This is an optimization exercise on Yosys and OpenROAD, whose aim is small area, not a production implementation.
The RTL was checked by simulation tests, not by an equivalence proof against the original design.
No activity file was given, so power comes from the tool's default toggle rates.

File: flow/config.mk
export PLATFORM = sky130hd
export DESIGN_NAME = tcpu_core
export DESIGN_NICKNAME = tcpu_core
export VERILOG_FILES = /design/flow/design.v
export SDC_FILE = /design/flow/constraint.sdc
export NUM_CORES = 4
export LEC_CHECK = 0
export CAP_MARGIN = 20
export CORE_MARGIN = 2
export CORE_UTILIZATION = 40
export SLEW_MARGIN = 20
File: flow/constraint.sdc
create_clock -name core_clock -period 10.0 [get_ports {clk}]
set_input_delay 2.0000 -clock core_clock [delete_from_list [all_inputs] [get_ports {clk}]]
set_output_delay 2.0000 -clock core_clock [all_outputs]
set_load 0.01 [all_outputs]
File: flow/design.v
module tcpu_core (
    input  wire       clk,
    input  wire       rst,
    input  wire       start,
    input  wire [15:0] budget,
    output wire       mem_req,
    output wire       mem_we,
    output wire [7:0] mem_addr,
    output wire [7:0] mem_wdata,
    input  wire       mem_ready,
    input  wire [7:0] mem_rdata,
    output reg        tty_valid,
    output reg  [7:0] tty_data,
    output reg  [2:0] status,
    output reg  [7:0] acc,
    output reg  [7:0] pc,
    output reg  [7:0] ir,
    output reg        cf,
    output reg        zf
);
    localparam [2:0] ST_READY   = 3'd0,
                     ST_RUNNING = 3'd1,
                     ST_HALTED  = 3'd2,
                     ST_BUDGET  = 3'd3,
                     ST_DECODE  = 3'd4,
                     ST_UNIMPL  = 3'd5;
    localparam [2:0] S_IDLE    = 3'd0,
                     S_FETCH   = 3'd1,
                     S_FETCH_D = 3'd2,
                     S_EXEC    = 3'd3,
                     S_MEM     = 3'd4,
                     S_MEM_D   = 3'd5;
    localparam [7:0] OP_LDI  = 8'h00, OP_LDR  = 8'h01, OP_LDRI = 8'h02,
                     OP_ADDI = 8'h03, OP_ADDR = 8'h04, OP_SUBI = 8'h05,
                     OP_SUBR = 8'h06, OP_STR  = 8'h07, OP_STRI = 8'h08,
                     OP_JMP  = 8'h09, OP_JEQ  = 8'h0A, OP_JCS  = 8'h0B,
                     OP_JMPI = 8'h0C, OP_JEQI = 8'h0D, OP_TTYI = 8'h0E,
                     OP_TTYO = 8'h0F, OP_HALT = 8'h10, OP_ROL  = 8'h11,
                     OP_INXR = 8'h12, OP_DEXR = 8'h13, OP_ASL  = 8'h14,
                     OP_NANDI= 8'h15, OP_NANDR= 8'h16, OP_NOP  = 8'h17,
                     OP_AINC = 8'h18, OP_ADEC = 8'h19, OP_RINC = 8'h1A,
                     OP_RDEC = 8'h1B, OP_RSP  = 8'h1C, OP_PHA  = 8'h1D,
                     OP_PLA  = 8'h1E, OP_JSR  = 8'h1F, OP_RTS  = 8'h20,
                     OP_LDSA = 8'h21, OP_STSA = 8'h22, OP_SINC = 8'h23,
                     OP_PHI  = 8'h24;
    reg [2:0]  state;
    reg [2:0]  step;        
    reg [7:0]  b1;          
    reg [7:0]  b2;          
    reg [7:0]  sp;          
    reg [7:0]  t;           
    reg [7:0]  t2;          
    reg        bud_en;      
    reg [14:0] bud_cnt;     
    wire sp_first = (ir == OP_PHA) || (ir == OP_PLA) || (ir == OP_RTS) ||
                    (ir == OP_LDSA) || (ir == OP_STSA) || (ir == OP_SINC);
    reg        m_we;
    reg [7:0]  m_addr;
    reg [7:0]  m_wdata;
    assign mem_req   = (state == S_FETCH) || (state == S_MEM);
    assign mem_we    = (state == S_MEM) && m_we;
    assign mem_addr  = (state == S_FETCH) ? pc : m_addr;
    assign mem_wdata = m_wdata;
    wire [7:0] alu_b   = (ir == OP_SUBI || ir == OP_SUBR) ? ~t : t;
    wire       alu_cin = (ir == OP_SUBI || ir == OP_SUBR);
    wire [8:0] alu_sum = {1'b0, acc} + {1'b0, alu_b} + {8'd0, alu_cin};
    reg        x_mem;       
    reg        x_we;
    reg [7:0]  x_addr;
    reg [7:0]  x_wdata;
    reg        x_done;      
    reg [7:0]  x_pc;        
    reg        x_wa;        
    reg [7:0]  x_a;
    reg        x_wc;        
    reg        x_c;
    reg        x_tty;       
    reg        x_halt;
    reg        x_fault;
    reg [2:0]  x_fault_kind;
    always @* begin
        x_mem = 1'b0; x_we = 1'b0; x_addr = 8'h00; x_wdata = 8'h00;
        x_done = 1'b0; x_pc = pc;
        x_wa = 1'b0; x_a = acc; x_wc = 1'b0; x_c = cf;
        x_tty = 1'b0; x_halt = 1'b0; x_fault = 1'b0; x_fault_kind = ST_DECODE;
        case (ir)
            OP_LDI, OP_ADDI, OP_SUBI, OP_NANDI: begin
                if (step == 3'd0) begin
                    x_mem = 1'b1; x_addr = pc;
                end else begin
                    x_done = 1'b1; x_pc = pc + 8'd1; x_wa = 1'b1;
                    case (ir)
                        OP_LDI:   x_a = t;
                        OP_NANDI: x_a = ~(acc & t);
                        default: begin x_a = alu_sum[7:0]; x_wc = 1'b1; x_c = alu_sum[8]; end
                    endcase
                end
            end
            OP_LDR, OP_ADDR, OP_SUBR, OP_NANDR: begin
                case (step)
                    3'd0: begin x_mem = 1'b1; x_addr = pc; end
                    3'd1: begin x_mem = 1'b1; x_addr = t; end
                    default: begin
                        x_done = 1'b1; x_pc = pc + 8'd1; x_wa = 1'b1;
                        case (ir)
                            OP_LDR:   x_a = t;
                            OP_NANDR: x_a = ~(acc & t);
                            default: begin x_a = alu_sum[7:0]; x_wc = 1'b1; x_c = alu_sum[8]; end
                        endcase
                    end
                endcase
            end
            OP_LDRI: begin
                case (step)
                    3'd0: begin x_mem = 1'b1; x_addr = pc; end
                    3'd1: begin x_mem = 1'b1; x_addr = t; end
                    3'd2: begin x_mem = 1'b1; x_addr = t; end
                    default: begin x_done = 1'b1; x_pc = pc + 8'd1; x_wa = 1'b1; x_a = t; end
                endcase
            end
            OP_STR: begin
                case (step)
                    3'd0: begin x_mem = 1'b1; x_addr = pc; end
                    3'd1: begin x_mem = 1'b1; x_we = 1'b1; x_addr = t; x_wdata = acc; end
                    default: begin x_done = 1'b1; x_pc = pc + 8'd1; end
                endcase
            end
            OP_STRI: begin
                case (step)
                    3'd0: begin x_mem = 1'b1; x_addr = pc; end
                    3'd1: begin x_mem = 1'b1; x_addr = t; end
                    3'd2: begin x_mem = 1'b1; x_we = 1'b1; x_addr = t; x_wdata = acc; end
                    default: begin x_done = 1'b1; x_pc = pc + 8'd2; end
                endcase
            end
            OP_JMP, OP_JEQ, OP_JCS: begin
                if (step == 3'd0) begin
                    x_mem = 1'b1; x_addr = pc;
                end else begin
                    x_done = 1'b1;
                    if (ir == OP_JMP || (ir == OP_JEQ && zf) || (ir == OP_JCS && cf))
                        x_pc = t;
                    else
                        x_pc = pc + 8'd1;
                end
            end
            OP_JMPI: begin
                case (step)
                    3'd0: begin x_mem = 1'b1; x_addr = pc; end
                    3'd1: begin x_mem = 1'b1; x_addr = t; end
                    default: begin x_done = 1'b1; x_pc = t; end
                endcase
            end
            OP_JEQI: begin
                if (!zf) begin
                    x_done = 1'b1; x_pc = pc + 8'd2;
                end else begin
                    case (step)
                        3'd0: begin x_mem = 1'b1; x_addr = pc; end
                        3'd1: begin x_mem = 1'b1; x_addr = t; end
                        default: begin x_done = 1'b1; x_pc = t; end
                    endcase
                end
            end
            OP_TTYI: begin
                x_fault = 1'b1; x_fault_kind = ST_UNIMPL;
            end
            OP_TTYO: begin x_done = 1'b1; x_tty = 1'b1; end
            OP_HALT: begin x_halt = 1'b1; end
            OP_ROL:  begin x_done = 1'b1; x_wa = 1'b1; x_a = {acc[6:0], 1'b0}; end
            OP_ASL:  begin x_done = 1'b1; x_pc = pc + 8'd1; x_wa = 1'b1; x_a = {acc[6:0], acc[7]}; end
            OP_NOP:  begin x_done = 1'b1; end
            OP_AINC: begin x_done = 1'b1; x_wa = 1'b1; x_a = acc + 8'd1; end
            OP_ADEC: begin x_done = 1'b1; x_wa = 1'b1; x_a = acc - 8'd1; end
            OP_INXR, OP_DEXR: begin
                case (step)
                    3'd0: begin x_mem = 1'b1; x_addr = pc; end            
                    3'd1: begin x_mem = 1'b1; x_addr = pc + 8'd1; end     
                    3'd2: begin x_mem = 1'b1; x_addr = b1; end            
                    3'd3: begin
                        x_mem = 1'b1; x_we = 1'b1; x_addr = b1;
                        x_wdata = (ir == OP_INXR) ? t + b2 : t - b2;
                    end
                    default: begin x_done = 1'b1; x_pc = pc + 8'd2; end
                endcase
            end
            OP_RINC, OP_RDEC: begin
                case (step)
                    3'd0: begin x_mem = 1'b1; x_addr = pc; end
                    3'd1: begin x_mem = 1'b1; x_addr = t; end
                    3'd2: begin
                        x_mem = 1'b1; x_we = 1'b1; x_addr = b1;
                        x_wdata = (ir == OP_RINC) ? t + 8'd1 : t - 8'd1;
                    end
                    default: begin x_done = 1'b1; x_pc = pc + 8'd1; x_wa = 1'b1; x_a = t2; end
                endcase
            end
            OP_RSP: begin
                if (step == 3'd0) begin
                    x_mem = 1'b1; x_we = 1'b1; x_addr = 8'hFF; x_wdata = 8'hFE;
                end else begin
                    x_done = 1'b1;
                end
            end
            OP_PHA, OP_PHI, OP_JSR: begin
                case (step)
                    3'd0: begin
                        if (ir == OP_PHA) begin x_mem = 1'b1; x_addr = 8'hFF; end
                        else begin x_mem = 1'b1; x_addr = pc; end
                    end
                    3'd1: begin
                        if (ir == OP_JSR) begin x_mem = 1'b1; x_addr = pc + 8'd1; end
                        else if (ir == OP_PHI) begin x_mem = 1'b1; x_addr = 8'hFF; end
                        else begin x_mem = 1'b1; x_we = 1'b1; x_addr = sp; x_wdata = acc; end
                    end
                    3'd2: begin
                        if (ir == OP_JSR) begin x_mem = 1'b1; x_addr = 8'hFF; end
                        else if (ir == OP_PHI) begin x_mem = 1'b1; x_we = 1'b1; x_addr = sp; x_wdata = b1; end
                        else begin x_mem = 1'b1; x_we = 1'b1; x_addr = 8'hFF; x_wdata = sp - 8'd1; end
                    end
                    3'd3: begin
                        if (ir == OP_JSR) begin x_mem = 1'b1; x_we = 1'b1; x_addr = sp; x_wdata = b1; end
                        else if (ir == OP_PHI) begin x_mem = 1'b1; x_we = 1'b1; x_addr = 8'hFF; x_wdata = sp - 8'd1; end
                        else begin x_done = 1'b1; x_pc = pc + 8'd1; end
                    end
                    3'd4: begin
                        if (ir == OP_JSR) begin x_mem = 1'b1; x_we = 1'b1; x_addr = 8'hFF; x_wdata = sp - 8'd1; end
                        else begin x_done = 1'b1; x_pc = pc + 8'd1; end
                    end
                    default: begin x_done = 1'b1; x_pc = b2; end
                endcase
            end
            OP_PLA, OP_RTS: begin
                case (step)
                    3'd0: begin x_mem = 1'b1; x_addr = 8'hFF; end
                    3'd1: begin x_mem = 1'b1; x_we = 1'b1; x_addr = 8'hFF; x_wdata = sp + 8'd1; end
                    3'd2: begin x_mem = 1'b1; x_addr = sp + 8'd1; end
                    default: begin
                        x_done = 1'b1;
                        if (ir == OP_RTS) x_pc = t;
                        else begin x_wa = 1'b1; x_a = t; end
                    end
                endcase
            end
            OP_LDSA: begin
                case (step)
                    3'd0: begin x_mem = 1'b1; x_addr = 8'hFF; end
                    3'd1: begin x_mem = 1'b1; x_addr = sp + 8'd2; end
                    default: begin x_done = 1'b1; x_wa = 1'b1; x_a = t; end
                endcase
            end
            OP_STSA: begin
                case (step)
                    3'd0: begin x_mem = 1'b1; x_addr = 8'hFF; end
                    3'd1: begin x_mem = 1'b1; x_we = 1'b1; x_addr = sp + 8'd2; x_wdata = acc; end
                    default: begin x_done = 1'b1; x_pc = pc + 8'd1; end
                endcase
            end
            OP_SINC: begin
                case (step)
                    3'd0: begin x_mem = 1'b1; x_addr = 8'hFF; end
                    3'd1: begin x_mem = 1'b1; x_we = 1'b1; x_addr = 8'hFF; x_wdata = sp + 8'd1; end
                    default: begin x_done = 1'b1; x_pc = pc + 8'd1; end
                endcase
            end
            default: begin
                x_fault = 1'b1; x_fault_kind = ST_DECODE;
            end
        endcase
    end
    always @(posedge clk) begin
        if (rst) begin
            state     <= S_IDLE;
            status    <= ST_READY;
            step      <= 3'd0;
            acc       <= 8'h00;
            pc        <= 8'h00;
            ir        <= 8'h00;
            cf        <= 1'b0;
            zf        <= 1'b1;
            b1        <= 8'h00;
            b2        <= 8'h00;
            sp        <= 8'h00;
            t         <= 8'h00;
            t2        <= 8'h00;
            bud_en    <= 1'b0;
            bud_cnt   <= 15'd0;
            m_we      <= 1'b0;
            m_addr    <= 8'h00;
            m_wdata   <= 8'h00;
            tty_valid <= 1'b0;
            tty_data  <= 8'h00;
        end else begin
            tty_valid <= 1'b0;
            case (state)
                S_IDLE: begin
                    if (start && status == ST_READY) begin
                        status  <= ST_RUNNING;
                        state   <= S_FETCH;
                        bud_en  <= (budget != 16'd0) && !budget[15];
                        bud_cnt <= budget[14:0];
                    end
                end
                S_FETCH: begin
                    if (mem_ready) state <= S_FETCH_D;
                end
                S_FETCH_D: begin
                    ir    <= mem_rdata;
                    pc    <= pc + 8'd1;
                    step  <= 3'd0;
                    state <= S_EXEC;
                end
                S_EXEC: begin
                    if (x_fault) begin
                        status <= x_fault_kind;
                        state  <= S_IDLE;
                    end else if (x_halt) begin
                        status <= ST_HALTED;
                        state  <= S_IDLE;
                    end else if (x_mem) begin
                        m_we    <= x_we;
                        m_addr  <= x_addr;
                        m_wdata <= x_wdata;
                        state   <= S_MEM;
                    end else if (x_done) begin
                        pc <= x_pc;
                        if (x_wa) begin
                            acc <= x_a;
                            zf  <= (x_a == 8'h00);
                        end
                        if (x_wc) cf <= x_c;
                        if (x_tty) begin
                            tty_valid <= 1'b1;
                            tty_data  <= acc;
                        end
                        if (bud_en && bud_cnt == 15'd0) begin
                            status <= ST_BUDGET;
                            state  <= S_IDLE;
                        end else begin
                            if (bud_en) bud_cnt <= bud_cnt - 15'd1;
                            state <= S_FETCH;
                        end
                    end
                end
                S_MEM: begin
                    if (mem_ready) begin
                        if (m_we) begin
                            if (ir == OP_RINC || ir == OP_RDEC) t2 <= m_wdata;
                            step  <= step + 3'd1;
                            state <= S_EXEC;
                        end else begin
                            state <= S_MEM_D;
                        end
                    end
                end
                S_MEM_D: begin
                    t <= mem_rdata;
                    if (step == 3'd0 && !sp_first) b1 <= mem_rdata;
                    if ((ir == OP_INXR || ir == OP_DEXR || ir == OP_JSR) && step == 3'd1)
                        b2 <= mem_rdata;
                    if ((sp_first && step == 3'd0) || (ir == OP_PHI && step == 3'd1) ||
                        (ir == OP_JSR && step == 3'd2))
                        sp <= mem_rdata;
                    step  <= step + 3'd1;
                    state <= S_EXEC;
                end
                default: state <= S_IDLE;
            endcase
        end
    end
endmodule
File: flow/run.sh
#!/bin/bash
# synth_recipe.tcl (not shown) runs the flow's synth.tcl, then flattens the netlist and writes it again
# the make line also repeats each setting of config.mk as NAME=value (left out here)
make -C /OpenROAD-flow-scripts/flow DESIGN_CONFIG=/design/flow/config.mk WORK_HOME=/design/flow/orfs CLKGATE_MAP_FILE= SYNTH_SCRIPT=/design/flow/synth_recipe.tcl finish
==> run_results.csv <==
group,metric,value,unit
power,finalPower,0.00235,W
job,cap_violations,0,
setup_path,reg2reg_slack,5.34,ns
yosys,ys_ff_latch,117,
yosys,synth_nets,1612,
yosys,synth_area_leaders,"dfxtp_1, a21oi_1, nor2_1",
finish,final_cell_area,0.0127,sq mm
setup_path,slowest_delay,0.74,ns
detailed_routing,routed.top_layer,"met5",
yosys,synth_top_area_share,21.0,%
finish,fin_cells,1936,
setup_path,critPathLaunchType,"register",
detailed_routing,routed_wl,47100,um
die,die_x,171,um
cts,numCtsBuffers,17,
setup_path,cp-end-kind,"register",
global_route,overflow,0,
cts,clock_path_buffers,2,
detailed_routing,wl_met3,4880,um
sta,finalHoldViolations,0,
sta,worst_pin_slew,1.06,ns
die,start_util,40.3,%
detailed_routing,dr.pass1.iters,8,
finish,drive_gt1_share,7.57,%
detailed_routing,drtAntennaViolNets,0,
global_route,grt_max_degree,64,
power,total_leakage_power,4.70,nW
sta,max_freq,215,MHz
placement,pre_cts_ws,5.36,ns
detailed_routing,viasPerCell,6.57,
yosys,ys_seq_area_share,21.0,%
sta,final.setup.tns,0,ns
setup_path,critPathMaxFanout,33,
die,num_rows,61,
setup_path,path_buf_inv,1,
cts,cts_tree,"yes",
detailed_routing,drc,0,
sta,post-route-min-period,4.66,ns
finish,syn2layout_area_growth,14.1,%
detailed_routing,drtIter0Drc,1980,
sta,max_slew_margin,29.2,%
yosys,ys_types,94,
global_route,grt_antenna_before_repair,1,
yosys,netlist_instances,1539,
global_route,grt_pass1_vias,11512,
detailed_routing,wl_met2,19800,um
yosys,synth_edf_count,0,
yosys,syn_avg_cell_area,7.24,sq um
setup_path,timing.rr.end,"m_wdata[7]",
placement,numPortBuffers,83,
cts,cts_resized,0,
setup_path,critPathArrivalTime,4.93,ns
setup_path,path_cells,"buf_4 -> or4b_1 -> or3_1 -> nor2_1 -> mux2_2 -> ha_1 -> a21o_1 -> a21oi_1 -> o21ai_0 -> a21oi_1 -> o21ai_0 -> xnor2_1 -> o22ai_1 -> nor3_1 -> nor3_1",
sta,finalMaxSlewViolations,0,
status,outcome,"complete, no violations",
global_route,grtUsageTotal,31.7,%
placement,routabilityCongestion,1.01,
yosys,yosysTopAreaCell,"dfxtp_1",
placement,place_area,0.0121,sq mm
cts,cts_sinks,117,
yosys,synthTopCellsByCount,"nor2_1, nand2_1, a21oi_1",
sta,rsz0062_at_grt,"false",
setup_path,r2r_cells,15,
cts,ctsHoldBuffers,0,
sta,fin_crit_sh,46.6,%
finish,diodes,0,
min_path,holdCritStartpoint,"bud_cnt[10]",
setup_path,crit_type,"reg2reg",
min_path,hold_class,"reg2reg",
setup_path,rr_startpoint,"ir[4]",
die,die_height,171,um
yosys,yosysMostFrequentCell,"nor2_1",
yosys,synth_ff_type,"dfxtp_1",
detailed_routing,wl_met1,19600,um
global_route,grt_pass1_wl,70700,um
yosys,async_flop_share,0,%
setup_path,crit_required,10.28,ns
setup_path,crit_start,"ir[4]",
cts,cts_htree_levels,4,
setup_path,crit_path_top_delay_cell,"or4b_1",
placement,dpl.cell_count,1903,
min_path,hold_depth,2,
setup_path,critPathTopFamily,"simple AND/OR/NAND/NOR gates",
die,die_area,0.0292,sq mm
cts,post-cts-setup-buffer-count,0,
sta,skew,0.0130,ns
yosys,synth.cell_area,0.0111,sq mm
placement,dp_hpwl,33300,um
detailed_routing,wl_per_cell,24.3,um
cts,cts-root-buf,"clkbuf_16",
yosys,yosysWarnings,1,
die,coreArea,0.0276,sq mm
cts,clock_latency,0.43,ns
cts,path_clk_slew,0.06,ns
power,power.density,185,mW/mm^2
detailed_routing,vias,12712,
sta,setup_viol,0,
power,ir_drop,0.123,mV
min_path,hold_end,"bud_cnt[10]",
die,ioPinCount,84,
sta,setup_slack,5.34,ns
finish,final_nets,1618,
-- worst min-delay path, cell delays in order (launching register included) --
cell,delay [ns]
dfxtp_1,0.30
o21ai_0,0.06
a21oi_1,0.06
-- layout by cell type, fill, tap and decap left out, types with 18 or more instances in the layout --
cell	instances
o22ai_1	23
buf_4	28
a221oi_1	19
mux2i_1	55
nor2_1	185
inv_1	35
nand3_1	34
xnor2_1	35
xor2_1	34
o21ai_0	82
nand2_1	166
nor4_1	21
a31oi_1	18
dfxtp_1	116
a211oi_1	29
a22oi_1	24
o211ai_1	23
nor3_1	54
a21oi_1	139
clkdlybuf4s50_1	82
ha_1	41
-- metrics by stage --
step                      util (%)  hold slack, ns
final                         46.0           0.473
after global routing          46.0           0.514
after CTS                     46.0           0.474
after detailed placement      43.9           0.465
after global placement        43.9           0.464
after floorplan                  -           0.449
-- logic make-up after synthesis --
family / share of synthesized area (%)
simple gates: 25.3
fa+ha+maj: 5.32
mux: 6.36
flops: 21.0
xor+xnor: 5.42
compound gates: 30.6
buf+inv: 6.01
-- sequential cells by signal, summed over array words and instances, names as in the netlist, 8 cells and up --
name / cells
bud_cnt: 15
acc: 8
b1: 8
b2: 8
ir: 8
m_addr: 8
m_wdata: 8
pc: 8
sp: 8
t2: 8
t: 8
tty_data: 8
-- worst max-delay path by stage --
| stage | endpoint | slack (ns) | depth (start not counted) |
|---|---|---|---|
| detailed placement | bud_cnt[5] | 5.36 | 6 |
| global placement | bud_cnt[5] | 5.41 | 6 |
| floorplan | bud_cnt[8] | 6.01 | 6 |
| finish | m_wdata[7] | 5.34 | 15 |
| global route | m_wdata[7] | 5.05 | 15 |
| CTS | mem_addr[4] | 4.93 | 3 |
-- area by class of cell --
| cell class | count | area [sq um] |
|---|---|---|
| Tap cell | 378 | 473 |
| Multi-Input combinational cell | 1261 | 8150 |
| Inverter | 37 | 139 |
| Sequential cell | 117 | 2340 |
| Clock buffer | 17 | 425 |
| Clock inverter | 15 | 146 |
| Fill cell | 2828 | 14900 |
| Timing Repair Buffer | 111 | 1040 |
-- layer usage --
metal	vias to the layer above	GRT usage, %
li1	5747	-
met3	174	7.36
met4	2	17.8
met5	-	0
met2	791	46.9
met1	5998	42.2
-- power breakdown --
part	internal [W]	leakage [nW]	total (W)	switching [W]
Clock	0.000348	0.269	0.000616	0.000268
Sequential	0.000522	0.947	0.000618	0.0000954
Combinational	0.000389	3.48	0.00111	0.000725
Total	0.00126	4.70	0.00235	0.00109

[separate check: timing with driven ports]
No port has a modelled driver above. Below, the same layout with a new extraction and two added sets of constraints.
Step 1, drivers: a clkbuf_16 drives clk and a buf_2 each remaining input, both assumed.
Step 2 also shifts input and output timing later by t, the mid clock arrival at the registers, as if the neighbouring blocks saw the same clock.
Slacks: ideal ports / drivers / drivers and shift; pairs: ideal ports / drivers.
t (ns): 0.478
setup WS [ns]: 5.344 / 5.302 / 5.344
hold slack, ns: 0.473 / 0.473 / 0.473
clock arrival spread, ns: 0.019 / 0.019
pins driven straight from the clock port: 1
After both steps this run still meets setup and hold. The setup slack of this run moves by -0.042 ns with the drivers and by 0.000 ns with both steps.
